Context: an optimization exercise on an open-source flow, tuned for small area, a short achievable clock period and few clock cycles per item. The choices shown serve that exercise and are no tape-out recipe.
The RTL was checked by simulation tests, not by an equivalence proof against the original design.

Design sigpcm_geneval, start of the top module:
module sigpcm_geneval (
    input  wire        clk,
    input  wire        rst,           
    input  wire        req_valid,
    output wire        req_ready,
    input  wire [63:0] req_kind,      
    input  wire [63:0] req_param,     
    input  wire [63:0] req_delay,     
    input  wire [63:0] req_time,      
    input  wire [3:0]  req_width,     
    output wire        resp_valid,
    output wire [2:0]  resp_err,
    output wire [63:0] resp_info,
    output wire [63:0] resp_level,
    output wire [63:0] resp_quant
);
    localparam ARCH = 0;    
    localparam [63:0] UNIT_LEVEL = 64'h7FFF_FFFF_FFFF_FFFF;
    localparam [63:0] NEG_UNIT   = 64'h8000_0000_0000_0001;
    localparam [2:0] K_NONE   = 3'd0,
                     K_SINE   = 3'd1,
                     K_PULSE  = 3'd2,
                     K_SQUARE = 3'd3,
                     K_RUP    = 3'd4,
                     K_RDOWN  = 3'd5;
    localparam [2:0] E_OK      = 3'd0,
                     E_WIDTH   = 3'd1,
                     E_KIND    = 3'd2,
                     E_PARAM   = 3'd3,
                     E_BUFFER  = 3'd4;
    localparam [3:0] S_IDLE   = 4'd0,
                     S_C1     = 4'd1,    
                     S_C2     = 4'd2,    
                     S_C3     = 4'd3,    
                     S_MOD    = 4'd4,    
                     S_NEGFIX = 4'd5,    
                     S_IDX    = 4'd6,    
                     S_SQ     = 4'd7,    
                     S_LUT    = 4'd8,    
                     S_NEGL   = 4'd9,    
  ...
Size: about 4900 cells after synthesis, ~460 I/O pins.
export LEC_CHECK = 0
export CAP_MARGIN = 20
export CELL_PAD_IN_SITES_DETAIL_PLACEMENT = 1
export CELL_PAD_IN_SITES_GLOBAL_PLACEMENT = 2
export CORE_MARGIN = 2
export CORE_UTILIZATION = 25
export PLACE_DENSITY = 0.4
export SLEW_MARGIN = 20
export SYNTH_MEMORY_MAX_BITS = 32768
create_clock -name core_clock -period 14.0 [get_ports {clk}]
standard.sh (not shown) runs the stock make flow with config.mk's settings and CLKGATE_MAP_FILE= SYNTH_SCRIPT=/design/flow/synth_recipe.tcl, a recipe that flattens the netlist after the stock synthesis.
==> flow/flow/run.sh <==
#!/bin/bash
set -euo pipefail
SETUP_MARGIN=${SETUP_MARGIN:-8.0}
bash standard.sh synth > synth.log 2>&1
bash standard.sh "SETUP_SLACK_MARGIN=$SETUP_MARGIN" \
    "BUFFER_PORTS_ARGS=-buffer_cell sky130_fd_sc_hd__buf_1" finish > layout.log 2>&1
Testbench counts at the start, summed over its fixed seeds: cycles 105,715, items 4,800.
Change:
--- a/flow/flow/run.sh
+++ b/flow/flow/run.sh
@@ -2,3 +2,3 @@
 set -euo pipefail
-SETUP_MARGIN=${SETUP_MARGIN:-8.0}
+SETUP_MARGIN=${SETUP_MARGIN:-8.5}
 bash standard.sh synth > synth.log 2>&1
Effect:
- The new run finished with timing, DRC and antenna clean
- wire length rises by 1.4%
- non-clock buffer count rises by 113
- maximum frequency rises by 8.7%
- cell count rises by about 1.5%
- clock-buffer cell count rises by 3
- cell area rises by 4.6%
Change:
--- a/flow/flow/run.sh
+++ b/flow/flow/run.sh
@@ -2,3 +2,3 @@
 set -euo pipefail
-SETUP_MARGIN=${SETUP_MARGIN:-8.5}
+SETUP_MARGIN=${SETUP_MARGIN:-9.0}
 bash standard.sh synth > synth.log 2>&1
=> Setup slack gets better by 220 ps; via count grows by 2.5%; non-clock buffer count grows by 250.
Change:
--- a/flow/flow/run.sh
+++ b/flow/flow/run.sh
@@ -2,3 +2,3 @@
 set -euo pipefail
-SETUP_MARGIN=${SETUP_MARGIN:-9.0}
+SETUP_MARGIN=${SETUP_MARGIN:-8.5}
 bash standard.sh synth > synth.log 2>&1
CORE_UTILIZATION = 30   (was 25)
PLACE_DENSITY = 0.45   (was 0.4)
=> The changed run finished with timing, DRC and antenna clean. Worst setup slack is worse by 340 ps. Synthesized area is unchanged. Die area decreases by 17%. Register-to-register slack is worse by 340 ps.
Change:
CAP_MARGIN = 35   (was 20)
CORE_UTILIZATION = 25   (was 30)
PLACE_DENSITY = 0.4   (was 0.45)
SLEW_MARGIN = 35   (was 20)
=>
- The changed run completed without violations
- synthesized area does not change
- non-clock buffer count rose by 107
- setup slack improved by 69 ps
- routed wire length rose by 9.9%
- clock skew rose by 61 ps
- worst hold slack improved by 21 ps


alpha:
sigpcm_geneval again, from the RTL that the note above started with.
clock: 14.0 ns
lec_check: 0
cap_margin: 20
cell_pad_in_sites_detail_placement: 0
cell_pad_in_sites_global_placement: 1
core_margin: 2
core_utilization: 25
place_density: 0.4
slew_margin: 20
synth_memory_max_bits: 32768
==> flow/flow/run.sh <==
#!/bin/bash
set -euo pipefail
SETUP_MARGIN=${SETUP_MARGIN:-8.5}
bash standard.sh synth > synth.log 2>&1
bash standard.sh "SETUP_SLACK_MARGIN=$SETUP_MARGIN" \
    "BUFFER_PORTS_ARGS=-buffer_cell sky130_fd_sc_hd__buf_1" finish > layout.log 2>&1
alpha was carried through to the last stage, and its layout satisfied the timing, DRC and antenna checks.
Testbench counts of alpha, summed over its fixed seeds: cycles 105,715, items 4,800.
What beta does differently from alpha at the input level:
Settings: SETUP_SLACK_MARGIN newly set to 5; CELL_PAD_IN_SITES_GLOBAL_PLACEMENT changed from 1 to 2; CELL_PAD_IN_SITES_DETAIL_PLACEMENT changed from 0 to 1.
==> flow/run.sh (new file) <==
#!/bin/bash
# synth_recipe.tcl (not shown) runs the flow's synth.tcl, then flattens the netlist and writes it again
# the make line also repeats each setting of config.mk as NAME=value (left out here)
make -C /OpenROAD-flow-scripts/flow DESIGN_CONFIG=/design/flow/config.mk WORK_HOME=/design/flow/orfs CLKGATE_MAP_FILE= SYNTH_SCRIPT=/design/flow/synth_recipe.tcl finish
removed: flow/flow/run.sh
removed: flow/standard.sh
Findings:
Maximum number of pins on one net before global-route repair delta for beta relative to alpha: 2 higher. As far as number of setup violations in the final report goes, beta and alpha are indistinguishable; the numbers are identical. When the final numbers for beta and alpha were put side by side, the non-clock buffer count turned out to be smaller in beta. NOTE final-layout fill cell count alpha->beta increased by a little under 10%.


Another version of the RTL of sigpcm_geneval (not shown whole).
For scale: about 5200 cells after synthesis, roughly 40000 um2 of cells after synthesis.
Settings: LEC_CHECK=0, CAP_MARGIN=35, CELL_PAD_IN_SITES_DETAIL_PLACEMENT=1, CELL_PAD_IN_SITES_GLOBAL_PLACEMENT=2, CORE_MARGIN=2, CORE_UTILIZATION=25, PLACE_DENSITY=0.4, SLEW_MARGIN=35, SYNTH_MEMORY_MAX_BITS=32768; clock period 14.0 ns.
==> flow/flow/run.sh <==
#!/bin/bash
set -euo pipefail
SETUP_MARGIN=${SETUP_MARGIN:-8.5}
bash standard.sh synth > synth.log 2>&1
bash standard.sh "SETUP_SLACK_MARGIN=$SETUP_MARGIN" finish > layout.log 2>&1
Testbench counts at the start, summed over its fixed seeds: cycles 103,556, items 4,800.
Edit:
==> flow/flow/run.sh (replaced) <==
#!/bin/bash
set -euo pipefail
SETUP_MARGIN=${SETUP_MARGIN:-8.5}
bash standard.sh synth > synth.log 2>&1
bash standard.sh "SETUP_SLACK_MARGIN=$SETUP_MARGIN" \
    "BUFFER_PORTS_ARGS=-buffer_cell sky130_fd_sc_hd__buf_1" finish > layout.log 2>&1
- The new run finished with timing, DRC and antenna clean
- register-to-register slack loses 0.06 ns
- synthesized cell count stays the same
- worst setup slack is worse by 0.062 ns
- utilization came out lower by 2.2 points
- non-clock buffer count decreases by 84
- area after synthesis stays the same

-- re-timing with driven ports --
In the flow no input, the clock included, has a driving cell. The finished layouts below were timed again as built, in two steps.
Step 1 assumes that a clkbuf_16 drives the clock port and a buf_2 every other input.
Step 2 also shifts input and output timing later by t, the mid clock arrival at the registers, as if the neighbouring blocks saw the same clock.
Three values: ideal ports, drivers, drivers and shift; two values: the first two.
| run | shift t [ns] | setup WS [ns] | hold WS [ns] | latest minus earliest clock arrival (ns) |
|---|---|---|---|---|
| the first run of note 1 | 0.722 | 7.888 / 7.888 / 7.554 | 0.574 / 0.574 / 0.574 | 0.041 / 0.041 |
| the second run of note 1 | 0.707 | 8.377 / 8.377 / 7.913 | 0.586 / 0.586 / 0.586 | 0.038 / 0.038 |
| the third run of note 1 | 0.714 | 8.599 / 8.599 / 8.343 | 0.722 / 0.722 / 0.722 | 0.053 / 0.053 |
| the fourth run of note 1 | 0.683 | 8.260 / 8.260 / 8.095 | 0.573 / 0.573 / 0.573 | 0.020 / 0.020 |
| the fifth run of note 1 | 0.728 | 8.330 / 8.330 / 7.951 | 0.594 / 0.594 / 0.594 | 0.081 / 0.081 |
| alpha | 0.710 | 8.386 / 8.386 / 8.023 | 0.581 / 0.581 / 0.581 | 0.062 / 0.062 |
| beta | 0.705 | 6.741 / 6.741 / 6.741 | 0.588 / 0.588 / 0.588 | 0.041 / 0.042 |
| the first run of note 3 | 0.689 | 8.238 / 8.238 / 7.977 | 0.607 / 0.607 / 0.607 | 0.039 / 0.038 |
| the second run of note 3 | 0.708 | 8.176 / 8.176 / 7.938 | 0.624 / 0.624 / 0.624 | 0.035 / 0.035 |
After both steps setup and hold are still met in every run listed. For the second run of note 1, which loses most, drivers alone change the setup slack by 0.000 ns; drivers and shift together by -0.464 ns.
